From an optimization exercise on the open Yosys and OpenROAD flow, aimed at small area and few clock cycles; shortcuts taken in it are not production practice.
The RTL was checked by simulation tests, not by an equivalence proof against the original design.
Power and IR drop assume default switching activity.

## lane 1
Design bbse_fc, start of the top module:
module bbse_fc (
    input  wire         clk,
    input  wire         rst,
    input  wire         req_valid,
    input  wire [31:0]  req_word,
    input  wire         buf_we,
    input  wire [2:0]   buf_idx,
    input  wire [7:0]   buf_wdata,
    output wire [7:0]   status,
    output wire [15:0]  result,
    output wire [55:0]  buf_q,
    output wire [127:0] rbuf_q,
    output wire         tx_valid,
    output wire [7:0]   tx_data,
    input  wire         tx_ready,
    input  wire         rx_valid,
    input  wire [7:0]   rx_data,
    input  wire         link_timeout,
    input  wire         link_closed
);
    localparam [2:0] P_IDLE  = 3'd0;
    localparam [2:0] P_OPEN  = 3'd1;
    localparam [2:0] P_CMD   = 3'd2;
    localparam [2:0] P_RSET  = 3'd3;
    localparam [2:0] P_RDAT  = 3'd4;
    localparam [2:0] P_WDAT  = 3'd5;
    localparam [2:0] P_CLOSE = 3'd6;
    localparam [2:0] P_SING  = 3'd7;
    localparam [4:0] C_TX0 = 5'd19;       
    localparam [4:0] C_HDR = 5'd30;       
    reg  [2:0]  ph;
    reg  [2:0]  st;          
    reg  [2:0]  bi;          
    reg  [2:0]  by;          
    reg  [4:0]  cnt;
    reg  [2:0]  err;
    reg  [15:0] res;
    reg  [7:0]  bufm  [0:6];
    reg  [7:0]  rbufm [0:15];
  ...
Size in the first run: about 710 cells after synthesis, roughly 220 flip-flops, ~280 I/O pins.
Settings: LEC_CHECK=0, CAP_MARGIN=0, CORE_MARGIN=2, CORE_UTILIZATION=60, SLEW_MARGIN=0; clock period 10.0 ns.
standard.sh (not shown) runs the stock make flow with config.mk's settings and CLKGATE_MAP_FILE= SYNTH_SCRIPT=/design/flow/synth_recipe.tcl, a recipe that flattens the netlist after the stock synthesis.
==> flow/flow/run.sh <==
#!/bin/bash
# Layout flow: the standard ORFS flow with
# - synthesis: the standard flow's synthesis script, but ABC maps with an area-oriented
#   script (flow/area.abc) and adders are left to ABC (no ha/fa extraction);
#   the registers are those of the standard synthesis;
# - port buffers made of sky130_fd_sc_hd__buf_1;
# - clock tree synthesis with clkbuf_4 clusters of at most 10 sinks and no
#   dummy loads.
# make's output goes to flow_make.log; ORFS keeps each step's log under orfs/logs.
set -euo pipefail
cd "$(dirname "$0")/.."
export AREA_ABC_SCRIPT="$PWD/flow/area.abc"
cat flow/abc_override.tcl synth_recipe.tcl > area_synth.tcl
bash standard.sh \
  "SYNTH_SCRIPT=$PWD/area_synth.tcl" \
  "ADDER_MAP_FILE=" \
  "BUFFER_PORTS_ARGS=-buffer_cell sky130_fd_sc_hd__buf_1" \
  "CTS_ARGS=-sink_clustering_enable -repair_clock_nets -dont_use_dummy_load -sink_clustering_size 10 -sink_clustering_max_diameter 50 -buf_list sky130_fd_sc_hd__clkbuf_4" \
  finish > flow_make.log 2>&1
==> flow/flow/abc_override.tcl <==
# Prepended to the standard flow's synthesis script: ABC maps the logic with the
# area-oriented script in area.abc instead of ORFS's speed script, at a
# 10 ns delay target. Nothing else in the synthesis changes.
proc abc {args} {
  set out [list -script $::env(AREA_ABC_SCRIPT)]
  set skip 0
  foreach a $args {
    if {$skip} { set skip 0; continue }
    if {$a eq "-script" || $a eq "-D"} { set skip 1; continue }
    lappend out $a
  }
  lappend out -D 10000
  puts "area abc: $out"
  yosys abc {*}$out
}
==> flow/flow/area.abc <==
strash; ifraig; scorr; dc2; dretime; strash; &get -n; &deepsyn -T 150; &dch -f; &nf -a -p -R 1000 -F 8 -A 4 -C 32; &put
Testbench counts of lane 1, summed over its fixed seeds: cycles 988,596.
### lane 1 -> lane 2
--- a/flow/flow/run.sh
+++ b/flow/flow/run.sh
@@ -6,3 +6,3 @@
 # - port buffers made of sky130_fd_sc_hd__buf_1;
-# - clock tree synthesis with clkbuf_4 clusters of at most 10 sinks and no
+# - clock tree synthesis with clkbuf_8 clusters of at most 16 sinks and no
 #   dummy loads.
==> flow/flow/area.abc <==
strash; ifraig; scorr; dc2; dretime; strash; &get -n; &deepsyn -T 40; &dch -f; &nf -a -p -R 1000 -F 8 -A 4 -C 32; &put
[summary]
Looking at clock power share, lane 2 sits 4.2 points above lane 1.
Taking lane 1 as the reference, in lane 2 final instance area roughly the same; width of the chip roughly the same; starting utilization of the core area roughly the same.
In the reports for lane 2 and lane 1, the smaller data arrival time of the critical path belongs to lane 1.
Against lane 1 as the reference, lane 2 delivers a higher final cycle utilization of the critical path.
Lane 2 ends up with a worst-case setup margin in the final layout that is 0.15 ns lower than in lane 1.
Via count came out lower on lane 2 than on lane 1.
Count of plain and timing-repair buffers in the layout was higher in lane 2 than in lane 1.
Total wire length after detailed routing: lane 2 better than lane 1
What lane 3 does differently from lane 2 at the input level:
Settings: GPL_TIMING_DRIVEN newly set to 0.
--- a/flow/flow/run.sh
+++ b/flow/flow/run.sh
@@ -6,3 +6,3 @@
 # - port buffers made of sky130_fd_sc_hd__buf_1;
-# - clock tree synthesis with clkbuf_8 clusters of at most 16 sinks and no
+# - clock tree synthesis with clkbuf_4 clusters of at most 10 sinks and no
 #   dummy loads.
Findings:
Comparing lane 2 against lane 3, there is no change at all in number of non-clock inverters in the layout.
Setup WNS lane 2 -> lane 3: worse
Lane 3 vs. lane 2: diode insertion count for antenna repair went down by 1.
Lane 3 against lane 2: detailed-router iteration count before antenna repair has increased; share of the cycle needed by the critical path after routing moved up; number of I/O pins neither gained nor lost much; routed wire length rose by about 1.2%.
Clock network fraction of design power in lane 3 vs lane 2: down 0.2 points
Lane 3 supports a lower top clock frequency than lane 2.
Compared with lane 2, post-layout total power in lane 3 increased slightly.
For lane 4, these inputs were changed with respect to lane 3:
Settings: clearing GPL_TIMING_DRIVEN, which used to be 0.
--- a/flow/flow/run.sh
+++ b/flow/flow/run.sh
@@ -6,3 +6,3 @@
 # - port buffers made of sky130_fd_sc_hd__buf_1;
-# - clock tree synthesis with clkbuf_4 clusters of at most 10 sinks and no
+# - clock tree synthesis with clkbuf_8 clusters of at most 16 sinks and no
 #   dummy loads.
@@ -17,3 +17,3 @@
   "BUFFER_PORTS_ARGS=-buffer_cell sky130_fd_sc_hd__buf_1" \
-  "CTS_ARGS=-sink_clustering_enable -repair_clock_nets -dont_use_dummy_load -sink_clustering_size 10 -sink_clustering_max_diameter 50 -buf_list sky130_fd_sc_hd__clkbuf_4" \
+  "CTS_ARGS=-sink_clustering_enable -repair_clock_nets -dont_use_dummy_load -sink_clustering_size 16 -sink_clustering_max_diameter 80 -buf_list sky130_fd_sc_hd__clkbuf_8" \
   finish > flow_make.log 2>&1
### Flow results
Lane 4: flow completed, timing, DRC and antenna clean
Lane 3 → lane 4: sequential share of layout area now sits lower; design area now sits higher; final critical delay including setup and external delays now sits lower.
Power (lane 4 vs. lane 3) increases slightly
Lane 4 — met1 capacity usage during global routing 0.56 points lower, lane 3 as reference
Inputs modified between lane 4 and lane 5:
--- a/flow/flow/run.sh
+++ b/flow/flow/run.sh
@@ -6,3 +6,3 @@
 # - port buffers made of sky130_fd_sc_hd__buf_1;
-# - clock tree synthesis with clkbuf_8 clusters of at most 16 sinks and no
+# - clock tree synthesis with clkbuf_4 clusters of at most 10 sinks and no
 #   dummy loads.
@@ -17,3 +17,3 @@
   "BUFFER_PORTS_ARGS=-buffer_cell sky130_fd_sc_hd__buf_1" \
-  "CTS_ARGS=-sink_clustering_enable -repair_clock_nets -dont_use_dummy_load -sink_clustering_size 16 -sink_clustering_max_diameter 80 -buf_list sky130_fd_sc_hd__clkbuf_8" \
+  "CTS_ARGS=-sink_clustering_enable -repair_clock_nets -dont_use_dummy_load -sink_clustering_size 10 -sink_clustering_max_diameter 50 -buf_list sky130_fd_sc_hd__clkbuf_4" \
   finish > flow_make.log 2>&1
==> comparison <==
Lane 4 → lane 5: number of non-filler instances in the completed layout moved up; setup slack moved down; final-stage net count moved up; worst path arrival time moved up. Comparing lane 5 against lane 4, there is no change at all in H-tree depth reported by CTS. Going from lane 4 to lane 5, global-route wire length before repair went up by 230 µm, part of the Yosys area used for sequential elements was more or less identical, worst hold margin was more or less identical. Lane 5 gives more total wirelength of the detailed-routed design than lane 4 did. Lane 5 closes out successfully: all stages finished, all timing, DRC and antenna checks passed. Lane 4 completed; timing, DRC and antenna clean.

-- port drivers added, routing unchanged --
Ports are ideal in the flow. The routed layouts listed here were re-timed in OpenROAD.
Step 1: set_driving_cell puts a clkbuf_16 on clk and a buf_2 on each other input, an assumption about the parent block.
Step 2 times the ports against the registers' clock, not the clock port: input delays grow and output delays shrink by t, the midpoint of the rising clock arrivals with the driver on.
a / b / c = ideal ports / drivers / drivers and shift; a / b = the first two.
| run | t (ns) | setup WS [ns] | worst hold slack (ns) | clock arrival spread, ns | pins driven straight from the clock port |
|---|---|---|---|---|---|
| lane 1 | 0.659 | 4.529 / 4.485 / 4.568 | 0.539 / 0.539 / 0.539 | 0.069 / 0.069 | 1 |
| lane 2 | 0.670 | 4.377 / 4.336 / 4.527 | 0.556 / 0.556 / 0.556 | 0.052 / 0.052 | 1 |
| lane 3 | 0.673 | 4.151 / 4.113 / 3.520 | 0.561 / 0.561 / 0.561 | 0.074 / 0.074 | 1 |
| lane 4 | 0.527 | 4.558 / 4.516 / 4.521 | 0.558 / 0.558 / 0.558 | 0.030 / 0.030 | 1 |
| lane 5 | 0.670 | 4.377 / 4.336 / 4.527 | 0.556 / 0.556 / 0.556 | 0.052 / 0.052 | 1 |
After both steps setup and hold are still met in every run listed. For lane 3, which loses most, drivers alone change the setup slack by -0.038 ns; drivers and shift together by -0.631 ns.
